Context: an optimization exercise on an open-source flow, tuned for small area, a short achievable clock period and few clock cycles. The choices shown serve that exercise and are no tape-out recipe.
The RTL was checked by simulation tests, not by an equivalence proof against the original design.
Power and IR drop assume default switching activity.

--- design/flow/run.sh ---
#!/bin/bash
# synth_recipe.tcl (not shown) runs the flow's synth.tcl, then flattens the netlist and writes it again
# the make line also repeats each setting of config.mk as NAME=value (left out here)
make -C /OpenROAD-flow-scripts/flow DESIGN_CONFIG=/design/flow/config.mk WORK_HOME=/design/flow/orfs CLKGATE_MAP_FILE= SYNTH_SCRIPT=/design/flow/synth_recipe.tcl finish
--- design/flow/config.mk ---
export PLATFORM = sky130hd
export DESIGN_NAME = vhil_gateway
export DESIGN_NICKNAME = vhil_gateway
export VERILOG_FILES = /design/flow/design.v
export SDC_FILE = /design/flow/constraint.sdc
export NUM_CORES = 4
export LEC_CHECK = 0
export CAP_MARGIN = 20
export CORE_AREA = 5 5 105 105
export DIE_AREA = 0 0 110 110
export SLEW_MARGIN = 20
--- design/flow/constraint.sdc ---
create_clock -name core_clock -period 5.0 [get_ports {clk}]
set_input_delay 1.0000 -clock core_clock [delete_from_list [all_inputs] [get_ports {clk}]]
set_output_delay 1.0000 -clock core_clock [all_outputs]
set_load 0.01 [all_outputs]
--- design/flow/design.v ---
module pkt_decoder (
    input  wire [39:0] pkt,             
    output wire        ok,
    output wire [1:0]  err,             
    output wire [15:0] voltage_mv,
    output wire [7:0]  temp_c
);
    localparam [7:0] SYNC = 8'hAA;
    wire [7:0] b0 = pkt[39:32];
    wire [7:0] b1 = pkt[31:24];
    wire [7:0] b2 = pkt[23:16];
    wire [7:0] b3 = pkt[15:8];
    wire [7:0] b4 = pkt[7:0];
    wire [7:0] checksum = b0 + b1 + b2 + b3;
    wire sync_bad = (b0 != SYNC);
    wire sum_bad  = (checksum != b4);
    assign err        = sync_bad ? 2'd1 : (sum_bad ? 2'd2 : 2'd0);
    assign ok         = !sync_bad && !sum_bad;
    assign voltage_mv = {b1, b2};
    assign temp_c     = b3;
endmodule
module safety_classifier (
    input  wire [15:0] voltage_mv,
    input  wire [7:0]  temp_c,
    output reg  [7:0]  status
);
    localparam [7:0]  TEMP_CRIT = 8'd60;
    localparam [15:0] VOLT_WARN = 16'd3100;
    localparam [7:0] TAG_OK            = 8'h00;
    localparam [7:0] TAG_WARN_LOW_VOLT = 8'h01;
    localparam [7:0] TAG_CRIT_TEMP     = 8'h02;
    always @(*) begin
        if (temp_c > TEMP_CRIT)
            status = TAG_CRIT_TEMP;
        else if (voltage_mv < VOLT_WARN)
            status = TAG_WARN_LOW_VOLT;
        else
            status = TAG_OK;
    end
endmodule
module payload_marshaller (
    input  wire [15:0] voltage_mv,
    input  wire [7:0]  temp_c,
    input  wire [7:0]  status,
    output wire [31:0] id,
    output wire [7:0]  len,
    output wire [63:0] payload          
);
    localparam [31:0] EGRESS_ID  = 32'h0000_0100;
    localparam [7:0]  EGRESS_LEN = 8'h08;
    assign id      = EGRESS_ID;
    assign len     = EGRESS_LEN;
    assign payload = {voltage_mv[15:8], voltage_mv[7:0], temp_c, status, 32'h0};
endmodule
module frame_serializer (
    input  wire [31:0]  id,
    input  wire [7:0]   len,
    input  wire [63:0]  payload,
    output wire [103:0] bytes
);
    assign bytes = {id[31:24], id[23:16], id[15:8], id[7:0], len, payload};
endmodule
module vhil_gateway (
    input  wire        clk,
    input  wire        rst,             
    input  wire        rx_valid,
    input  wire [7:0]  rx_data,
    input  wire        rx_eos,
    input  wire        rx_err,
    output wire        rx_ready,
    output wire        tx_valid,
    input  wire        tx_ready,
    output wire [7:0]  tx_data,
    output wire        tx_last,
    output wire        ev_valid,
    output wire [2:0]  ev_kind,
    output wire [15:0] ev_voltage_mv,
    output wire [7:0]  ev_temp_c,
    output wire [1:0]  halt_cause
);
    localparam [7:0] SYNC = 8'hAA;
    localparam [2:0] S_AWAIT_SYNC = 3'd0;
    localparam [2:0] S_ACCUMULATE = 3'd1;
    localparam [2:0] S_VALIDATE   = 3'd2;
    localparam [2:0] S_HALTED     = 3'd3;
    localparam [2:0] S_EMIT       = 3'd4;
    localparam [3:0] FRAME_LEN    = 4'd13;
    localparam [2:0] EV_NONE            = 3'd0;
    localparam [2:0] EV_READING         = 3'd1;
    localparam [2:0] EV_CHECKSUM_DROP   = 3'd2;
    localparam [2:0] EV_STREAM_CLOSED   = 3'd3;
    localparam [2:0] EV_TRANSPORT_ERROR = 3'd4;
    localparam [1:0] HC_NONE            = 2'd0;
    localparam [1:0] HC_STREAM_CLOSED   = 2'd1;
    localparam [1:0] HC_TRANSPORT_ERROR = 2'd2;
    reg [2:0] st;
    reg [2:0] cnt;
    reg [7:0] buf_q [0:4];
    reg [1:0] halt_q;
    reg         tx_valid_q;
    reg [103:0] frame_q;        
    reg [3:0]   tx_idx;         
    reg        ev_valid_q;
    reg [2:0]  ev_kind_q;
    reg [15:0] ev_voltage_q;
    reg [7:0]  ev_temp_q;
    wire rx_accepting = (st == S_AWAIT_SYNC) || (st == S_ACCUMULATE);
    assign rx_ready   = rx_accepting;
    wire rx_fire   = rx_ready && (rx_valid || rx_eos || rx_err);
    wire ev_err    = rx_fire && rx_err;
    wire ev_eos    = rx_fire && !rx_err && rx_eos;
    wire ev_byte   = rx_fire && !rx_err && !rx_eos;
    wire [39:0] window = {buf_q[0], buf_q[1], buf_q[2], buf_q[3], buf_q[4]};
    wire        dec_ok;
    wire [1:0]  dec_err;
    wire [15:0] dec_voltage;
    wire [7:0]  dec_temp;
    wire [7:0]  cls_status;
    wire [31:0] frm_id;
    wire [7:0]  frm_len;
    wire [63:0] frm_payload;
    wire [103:0] frm_bytes;
    pkt_decoder u_dec (
        .pkt        (window),
        .ok         (dec_ok),
        .err        (dec_err),
        .voltage_mv (dec_voltage),
        .temp_c     (dec_temp)
    );
    safety_classifier u_cls (
        .voltage_mv (dec_voltage),
        .temp_c     (dec_temp),
        .status     (cls_status)
    );
    payload_marshaller u_bld (
        .voltage_mv (dec_voltage),
        .temp_c     (dec_temp),
        .status     (cls_status),
        .id         (frm_id),
        .len        (frm_len),
        .payload    (frm_payload)
    );
    frame_serializer u_ser (
        .id         (frm_id),
        .len        (frm_len),
        .payload    (frm_payload),
        .bytes      (frm_bytes)
    );
    always @(posedge clk) begin
        if (rst) begin
            st         <= S_AWAIT_SYNC;
            cnt        <= 3'd0;
            halt_q     <= HC_NONE;
            tx_valid_q <= 1'b0;
            ev_valid_q <= 1'b0;
            ev_kind_q  <= EV_NONE;
        end else begin
            ev_valid_q <= 1'b0;
            ev_kind_q  <= EV_NONE;
            case (st)
                S_AWAIT_SYNC, S_ACCUMULATE: begin
                    if (ev_err) begin
                        halt_q     <= HC_TRANSPORT_ERROR;
                        cnt        <= 3'd0;
                        st         <= S_HALTED;
                        ev_valid_q <= 1'b1;
                        ev_kind_q  <= EV_TRANSPORT_ERROR;
                    end else if (ev_eos) begin
                        halt_q     <= HC_STREAM_CLOSED;
                        cnt        <= 3'd0;
                        st         <= S_HALTED;
                        ev_valid_q <= 1'b1;
                        ev_kind_q  <= EV_STREAM_CLOSED;
                    end else if (ev_byte) begin
                        if (st == S_AWAIT_SYNC) begin
                            if (rx_data == SYNC) begin
                                buf_q[0] <= rx_data;
                                cnt      <= 3'd1;
                                st       <= S_ACCUMULATE;
                            end
                        end else begin
                            buf_q[cnt] <= rx_data;
                            cnt        <= cnt + 3'd1;
                            if (cnt == 3'd4)
                                st <= S_VALIDATE;
                        end
                    end
                end
                S_VALIDATE: begin
                    cnt        <= 3'd0;
                    ev_valid_q <= 1'b1;
                    if (dec_ok) begin
                        ev_kind_q    <= EV_READING;
                        ev_voltage_q <= dec_voltage;
                        ev_temp_q    <= dec_temp;
                        tx_valid_q   <= 1'b1;
                        frame_q      <= frm_bytes;
                        tx_idx       <= 4'd0;
                        st           <= S_EMIT;
                    end else begin
                        ev_kind_q <= EV_CHECKSUM_DROP;
                        st        <= S_AWAIT_SYNC;
                    end
                end
                S_EMIT: begin
                    if (tx_ready) begin
                        if (tx_idx == FRAME_LEN - 4'd1) begin
                            tx_valid_q <= 1'b0;
                            st         <= S_AWAIT_SYNC;
                        end else begin
                            tx_idx <= tx_idx + 4'd1;
                        end
                    end
                end
                default: ;   
            endcase
        end
    end
    assign tx_valid      = tx_valid_q;
    assign tx_data       = frame_q[8 * (FRAME_LEN - 4'd1 - tx_idx) +: 8];
    assign tx_last       = (tx_idx == FRAME_LEN - 4'd1);
    assign ev_valid      = ev_valid_q;
    assign ev_kind       = ev_kind_q;
    assign ev_voltage_mv = ev_voltage_q;
    assign ev_temp_c     = ev_temp_q;
    assign halt_cause    = halt_q;
endmodule
==> flow_summary.toml <==
[cts]
cts_buffers = 9
cts.clk_slew.worst_paths_ps = 90
cts.sinks = 83
post_cts_resize_count = 0
holdBufCountCts = 0
cts-root-buf = "clkbuf_8"
cts_tree = "yes"
clockBufferDepth = 2
h-tree-depth = 3
worstSkewPairLatency_ps = 350
post-cts-setup-buffer-count = 0

[synthesis]
synth_cell_types = 52
synth_seq_area_share = 0.568
synth_nets = 364
async_flop_share = 0
ys_warn_count = 2
ys_seq_elements = 83
postSynthAreaPerCell_sq_um = 12.8
yosys_most_used_dff = "edfxtp_1"
synth_area_sq_um = 4160
synthCells = 325
synth_edf_count = 70

[detailed_routing]
drcViolationCount = 0
dr.pass1.iters = 4
postRouteAntennaNets = 0
vias = 2538
routedWlPerCell_um = 15.8
vias_per_cell = 5.07
totalWireLength_um = 7930
drt_iter0_drc = 91

[layout]
n_antenna_cell = 0
fillers = 888
final_cells = 501
synthToLayoutAreaGrowth_pct = 17.2
design_area_sq_um = 4870
drive_above_1_share = 0.0842
utilization = 0.499
layout.nets = 402

[sta]
finClkSkew_ps = 8.32
fin_crit_ps = 4390
fin_crit_sh = 0.878
rsz0062_at_grt = "no"
setup_viol = 0
setup_tns_ps = 0
slew_violations = 0
final_hold_viol_count = 0
fmaxAchievable_mhz = 228
maxSlewHeadroom = 0.503
worstMarginPinSlew_ps = 746

[pwr]
p_sw_frac = 0.235
power_frac_seq = 0.598
pwr-share-comb = 0.056
clkPwrFrac = 0.346
powerDensity_nw_per_um2 = 261
power_leakage_nw = 1.64
power_w = 0.00127
ir_drop_mv = 0.102
power.switching_w = 0.000298
internal-power_w = 0.000972

[worst_setup_path]
cpMaxStageDelayCell = "ha_1"
crit_arrival_ps = 3390
worst-path-buf-inv = 2
required_ps = 4000
rr_worst_depth = 13
r2r-end = "tx_idx[1]$_SDFFCE_PN0P_"
critPathMaxStageDelay_ps = 760
cp_max_fo = 12
criticalPathCategory = "reg -> out"
rrSetupSlack_ps = 920
crit_path_end_kind = "primary output"
cp_cell_sequence = "clkinv_1 -> ha_1 -> nor2b_1 -> a21oi_1 -> o32ai_1 -> clkdlybuf4s50_1"
startpoint_type = "register"
rr_startpoint = "buf_q[3][1]$_DFFE_PP_"
cp_top_family = "buffers and inverters"

[placed_design]
place_congestion = 0.927
io_buffers = 54
dp.final_hpwl_um = 6200
placed_area_sq_um = 4680
place_inst = 485

[global_routing]
grt_pass1_wl_um = 13000
grt_util_all_layers = 0.144
grt_overflow = 0
antenna_found_initial = 0
grt_pass1_vias = 2472
grt_max_degree = 30

[floorplan]
ios = 55
start_util = 0.425
std_cell_rows = 36
die_h_um = 110
dieArea_sq_um = 12100
die_x_um = 110
core_sq_um = 9770

[job]
drv_cap = 0

[hold_path]
min_path_cells = 0
min_to = "ev_voltage_q[6]$_DFFE_PP_"
hp-class = "reg -> reg"
min_from = "buf_q[2][6]$_DFFE_PP_"

[run_status]
status = "no timing/DRC/antenna violations"
registers in the layout, indices dropped and copies added (netlist names):
name / flops
ev_kind_q: 3
halt_q: 2
tx_idx: 4
tx_valid_q: 1
cnt: 3
frame_q: 3
ev_valid_q: 1
ev_temp_q: 7
ev_voltage_q: 16
buf_q: 40
st: 3
worst max-delay path by stage:
stage / from / endpoint / slack (ps) / cells after the start
after detailed placement: buf_q[3][1]$_DFFE_PP_ / tx_idx[3]$_SDFFCE_PN0P_ / 940 / 13
after global routing: tx_idx[0]$_SDFFCE_PN0P_ / tx_data[3] / 300 / 6
after CTS: tx_idx[0]$_SDFFCE_PN0P_ / tx_data[3] / 550 / 6
final: tx_idx[0]$_SDFFCE_PN0P_ / tx_data[3] / 610 / 6
after floorplan: buf_q[3][1]$_DFFE_PP_ / tx_idx[0]$_SDFFCE_PN0P_ / 830 / 12
after global placement: tx_idx[0]$_SDFFCE_PN0P_ / tx_data[3] / 1010 / 6
layer usage:
metal  share of wire  GRT usage  vias to the layer above  routed length (um)
met2            0.48      0.226                       79                3770
met1            0.44      0.196                     1214                3530
li1                -          -                     1234                   -
met4           0.020     0.0606                        0                 157
met3           0.060     0.0297                       11                 476
met5               0          0                        -                   0
cell usage in the layout, fill, tap and decap left out, types with 7 or more instances in the layout:
cell type        count
clkdlybuf4s50_1     54
nor2_1              32
clkbuf_8             9
o21ai_0              7
edfxtp_1            70
inv_1               16
xor2_1               8
mux2i_1              9
dfxtp_1             13
a21oi_1             18
xnor2_1             13
ha_1                11
nand2_1             14
fa_1                14
cell usage after synthesis (all sizes together), types with 3 or more instances:
cell | instances | area share
a21oi | 18 | 0.022
a311oi | 3 | 0.0063
a31o | 3 | 0.0063
a31oi | 3 | 0.0045
buf | 30 | 0.051
dfxtp | 13 | 0.063
edfxtp | 70 | 0.51
fa | 14 | 0.067
ha | 11 | 0.033
inv | 16 | 0.014
mux2i | 9 | 0.022
nand2 | 14 | 0.013
nand3 | 4 | 0.0048
nand4 | 6 | 0.0090
nor2 | 33 | 0.030
nor2b | 5 | 0.0075
nor3 | 7 | 0.0096
nor4b | 5 | 0.011
o21ai | 7 | 0.0084
xnor2 | 13 | 0.027
xor2 | 8 | 0.017
through the flow:
step / hold WS, ps / setup slack (ps)
3_5_place_dp: 439 / 939
2_1_floorplan: 426 / 833
5_1_grt: 481 / 302
4_1_cts: 461 / 548
3_3_place_gp: 439 / 1010
6_report: 458 / 609
logic make-up after synthesis:
family                     count (synthesis)  synth area share
muxes                                     10            0.0271
AOI/OAI and AO/OA                         47            0.0773
xor gates and xnor gates                  21            0.0442
DFF                                       83             0.568
buffers and inverters                     49            0.0680
and+or+nand+nor                           90             0.115
adders and majority gates                 25             0.100
power by group through the flow:
stage | Sequential [W] | Combinational [W] | Clock [W]
2_1_floorplan | 0.000773 | 0.0000397 | 0
3_3_place_gp | 0.000776 | 0.0000707 | 0
3_5_place_dp | 0.000776 | 0.0000712 | 0
4_1_cts | 0.000760 | 0.0000716 | 0.000454
5_1_grt | 0.000761 | 0.0000784 | 0.000485
6_report | 0.000760 | 0.0000712 | 0.000439
cell type report:
class / count / area, sq um / share of cell area
flip-flops and latches: 83 / 2360 / 0.485
well taps: 133 / 166 / 0.0341
multi-input cells: 193 / 1510 / 0.311
clock inverters: 7 / 65.1 / 0.0134
repair buffers: 59 / 578 / 0.119
clock buffers: 9 / 124 / 0.0254
inverters: 17 / 63.8 / 0.0131
Testbench counts, summed over its fixed seeds: cycles 43,722.

==> port drivers added, routing unchanged <==
Ports are ideal in the flow. The routed layout listed here was re-timed in OpenROAD. Step 1, drivers: a clkbuf_16 drives clk and a buf_2 each remaining input, both assumed. Step 2 moves the port delays by t, midway between the first and last clock arrival at a register: inputs arrive t later, outputs are due t later. That takes back most of the time a late clock gives input paths. Slacks: ideal ports / drivers / drivers and shift; pairs: ideal ports / drivers.
shift t [ns]: 0.381
setup WS [ns]: 0.609 / 0.578 / 0.922
worst slew at a driven data input, ns: 0.03
After both steps setup and hold are still met in this run. The setup slack of this run moves by -0.031 ns with the drivers and by +0.313 ns with both steps.
